Context: an optimization exercise on an open-source flow, tuned for small area. The choices shown serve that exercise and are no tape-out recipe. The RTL was checked by simulation tests, not by an equivalence proof against the original design.

==> inputs of job 7427 <==
Design aht25_engine, start of the top module:
module aht25_engine (
    input  wire        clk,
    input  wire        rst,             
    input  wire        ev_connect,
    input  wire        ev_read,
    input  wire        ev_write,
    input  wire        ev_disconnect,
    input  wire [6:0]  address,
    input  wire        write_intent,    
    input  wire [7:0]  data,
    input  wire [31:0] hum,             
    input  wire [31:0] temp,            
    output reg         ack,
    output reg  [7:0]  rdata
);
clock: 30.0 ns
lec_check: 0
abc_area: 1
cap_margin: 20
core_margin: 2
core_utilization: 40
cts_buf_list: sky130_fd_sc_hd__clkbuf_4 sky130_fd_sc_hd__clkbuf_8
cts_cluster_size: 10
slew_margin: 20
standard.sh (not shown) runs the stock make flow with config.mk's settings and CLKGATE_MAP_FILE= SYNTH_SCRIPT=/design/flow/synth_recipe.tcl, a recipe that flattens the netlist after the stock synthesis.
==> flow/flow/run.sh <==
#!/bin/bash
# Layout flow: the standard flow (standard.sh), with two changes:
#  - synthesis maps the logic with area-oriented ABC scripts (flow/abc_*.abc) in place of
#    ORFS's abc_area.script: each is run on the same netlist and the smallest result is kept.
#    Everything else in synthesis, and so every register, is as synth_recipe.tcl makes it.
#  - the port buffers are sky130_fd_sc_hd__buf_1;
#  - make variables listed in flow/make_args.txt, if any, are added to the make command.
# Each tool's output is in orfs/logs/ (synthesis: orfs/logs/.../1_2_yosys.log, which also
# lists each script's area); make's own output is in flow.log.
set -euo pipefail
W=$(pwd)
cat > "$W/area_synth.tcl" <<TCL
set ::area_scripts [lsort [glob {$W/flow/abc_*.abc}]]
proc abc {args} {
  set i [lsearch -exact \$args -script]
  set li [lsearch -exact \$args -liberty]
  set lib [lindex \$args [expr {\$li + 1}]]
  design -save area_pre_abc
  set best_area ""
  set best_script ""
  foreach s \$::area_scripts {
    design -load area_pre_abc
    set a \$args
    lset a [expr {\$i + 1}] \$s
    yosys abc {*}\$a
    yosys tee -q -o {$W/abc_stat.txt} stat -liberty \$lib
    set f [open {$W/abc_stat.txt}]
    set txt [read \$f]
    close \$f
    regexp {Chip area for module '[^']*': ([0-9.]+)} \$txt -> area
    puts "area_synth: \$s gives \$area"
    if {\$best_area eq "" || \$area < \$best_area} {
      set best_area \$area
      set best_script \$s
      design -save area_best
    }
  }
  design -load area_best
  puts "area_synth: kept \$best_script (\$best_area)"
}
source {$W/synth_recipe.tcl}
TCL
sed "s#SYNTH_SCRIPT=[^ ]*#SYNTH_SCRIPT=$W/area_synth.tcl#" "$W/standard.sh" > "$W/area_standard.sh"
ARGS=("BUFFER_PORTS_ARGS=-buffer_cell sky130_fd_sc_hd__buf_1")
# further make variables, one per line
if [[ -f "$W/flow/make_args.txt" ]]; then
  while IFS= read -r line; do [[ -n "$line" ]] && ARGS+=("$line"); done < "$W/flow/make_args.txt"
fi
bash "$W/area_standard.sh" "${ARGS[@]}" finish > "$W/flow.log" 2>&1
==> flow/flow/abc_deep2.abc <==
strash
&get -n
&st
&deepsyn -T 120 -S 2
&dch -f
&nf -a -R 1000
&put
==> flow/flow/abc_deep3.abc <==
strash
&get -n
&st
&deepsyn -T 120 -S 3
&dch -f
&nf -a -R 1000
&put
==> flow/flow/abc_deep4.abc <==
strash
&get -n
&st
&deepsyn -T 120 -S 4
&dch -f
&nf -a -R 1000
&put
==> flow/flow/make_args.txt <==
CTS_ARGS=-sink_clustering_enable -repair_clock_nets -buf_list {sky130_fd_sc_hd__clkbuf_4 sky130_fd_sc_hd__clkbuf_8} -sink_clustering_size 20 -dont_use_dummy_load
==> job 5527 (differences from job 7427) <==
--- a/flow/flow/run.sh
+++ b/flow/flow/run.sh
@@ -1,10 +1,13 @@
 #!/bin/bash
-# Layout flow: the standard flow (standard.sh), with two changes:
-#  - synthesis maps the logic with area-oriented ABC scripts (flow/abc_*.abc) in place of
+# Layout flow: the standard flow (standard.sh), with these changes:
+#  - synthesis maps the logic with its own ABC scripts (flow/abc_*.abc: deep AIG optimisation,
+#    then delay balancing, then mapping with area recovery) in place of
 #    ORFS's abc_area.script: each is run on the same netlist and the smallest result is kept.
 #    Everything else in synthesis, and so every register, is as synth_recipe.tcl makes it.
 #  - the port buffers are sky130_fd_sc_hd__buf_1;
-#  - make variables listed in flow/make_args.txt, if any, are added to the make command.
+#  - (flow/make_args.txt) ADDER_MAP_FILE is empty, so ABC maps the adders too, and CTS uses
+#    clkbuf_4/clkbuf_8 without dummy loads;
+#  - the make variables listed in flow/make_args.txt are added to the make command.
 # Each tool's output is in orfs/logs/ (synthesis: orfs/logs/.../1_2_yosys.log, which also
 # lists each script's area); make's own output is in flow.log.
 set -euo pipefail
==> flow/flow/abc_bal3.abc (new file) <==
strash
&get -n
&st
&deepsyn -T 120 -S 3
&b -d
&dch -f
&nf -R 1000 -D 22000
&put
==> flow/flow/abc_bal4.abc (new file) <==
strash
&get -n
&st
&deepsyn -T 120 -S 4
&b -d
&dch -f
&nf -R 1000 -D 22000
&put
==> flow/flow/make_args.txt (replaced) <==
CTS_ARGS=-sink_clustering_enable -repair_clock_nets -buf_list {sky130_fd_sc_hd__clkbuf_4 sky130_fd_sc_hd__clkbuf_8} -sink_clustering_size 20 -dont_use_dummy_load
ADDER_MAP_FILE=
removed: flow/flow/abc_deep2.abc
removed: flow/flow/abc_deep3.abc
removed: flow/flow/abc_deep4.abc
==> job 4818 (differences from job 7427) <==
==> flow/flow/abc_d.abc (new file) <==
strash
&get -n
&st
&deepsyn -T 120 -S 3
&dch -f
&nf -R 1000 -D 18000
&put
removed: flow/flow/abc_deep2.abc
removed: flow/flow/abc_deep3.abc
removed: flow/flow/abc_deep4.abc
==> results.py <==
metrics = {
    "status": {
        "status": "finished clean",
    },
    "finish": {
        "drive_gt1_frac": 0.0269,
        "buffers": 83,
        "clk_share": 0.0128,
        "final_cell_mix": "xnor2_1, nor2_1, buf_1, nand2_1, xor2_1",
        "final_util": 0.465,
    },
    "floorplan": {
        "core_mm2": 0.0115,
        "die-area_mm2": 0.0128,
        "dieHeight_um": 113,
    },
    "route": {
        "met1_length_um": 5640,
        "met3WireLength_um": 450,
        "wl_met2_um": 5490,
    },
    "critical_path": {
        "r2r_end": "rdata[4]",
        "r2r_setup_slack_ns": 7.87,
        "endpoint": "rdata[4]",
        "cp.depth": 96,
    },
    "global_routing": {
        "met2_usage": 0.320,
        "grt_max_degree": 26,
        "met1_usage": 0.249,
    },
    "logic_synthesis": {
        "synth_compound_area_frac": 0.179,
    },
}
Source of the figures above: job 5527

==> results.py <==
metrics = {
    "global_routing": {
        "met2_usage": 0.345,
        "met1_usage": 0.257,
    },
    "critical_path": {
        "r2r_setup_slack_ns": 7.81,
        "r2r_end": "rdata[2]",
        "cp.depth": 120,
    },
    "finish": {
        "final_util": 0.484,
        "clk_share": 0.0118,
        "buffers": 110,
        "drive_gt1_frac": 0.0730,
        "final_cell_mix": "xnor2_1, buf_1, nand2_1, nor2_1, xor2_1",
    },
    "route": {
        "met1_length_um": 5870,
        "wl_met2_um": 5940,
    },
    "floorplan": {
        "core_mm2": 0.0121,
    },
    "logic_synthesis": {
        "synth_compound_area_frac": 0.190,
    },
    "status": {
        "status": "finished clean",
    },
}
Source of the figures above: job 7427

==> results.py <==
metrics = {
    "route": {
        "met3WireLength_um": 444,
        "met1_length_um": 5870,
    },
    "global_routing": {
        "grt_max_degree": 41,
        "met1_usage": 0.262,
    },
    "finish": {
        "drive_gt1_frac": 0.0353,
        "buffers": 85,
        "final_cell_mix": "xnor2_1, buf_1, nor2_1, nand2_1, xor2_1",
        "final_util": 0.465,
    },
    "status": {
        "status": "finished clean",
    },
    "critical_path": {
        "endpoint": "rdata[2]",
        "cp.depth": 122,
        "r2r_end": "rdata[2]",
    },
    "floorplan": {
        "die-area_mm2": 0.0133,
        "core_mm2": 0.0121,
    },
    "logic_synthesis": {
        "synth_compound_area_frac": 0.157,
        "synth_cell_types": 46,
    },
}
Source of the figures above: job 4818

==> port drivers added, routing unchanged <==
The flow's constraints put no driver on any port. The routed layouts listed below were extracted and timed again, unchanged, in two steps.
Step 1 assumes that a clkbuf_16 drives the clock port and a buf_2 every other input.
Step 2 adds t to the input delays and takes it off the output delays; t is the mean of the earliest and latest rising clock arrival at the registers after step 1. Input paths then give back, and output paths get back, about the clock's delay inside the block.
Three values: ideal ports, drivers, drivers and shift; two values: the first two.
run	t (ns)	setup slack, ns	worst setup path at the end	worst register clock-pin slew, ns	worst data-port slew with drivers (ns)
job 7427	0.357	2.230 / 2.239 / 1.883	input to register	0.11 / 0.11	0.04
job 5527	0.371	2.455 / 2.464 / 2.093	input to register	0.11 / 0.11	0.04
job 4818	0.349	2.296 / 2.307 / 1.958	input to register	0.10 / 0.10	0.04
After both steps setup and hold are still met in every run listed. The setup slack of job 5527, which loses most, moves by +0.009 ns with the drivers and by -0.362 ns with both steps.
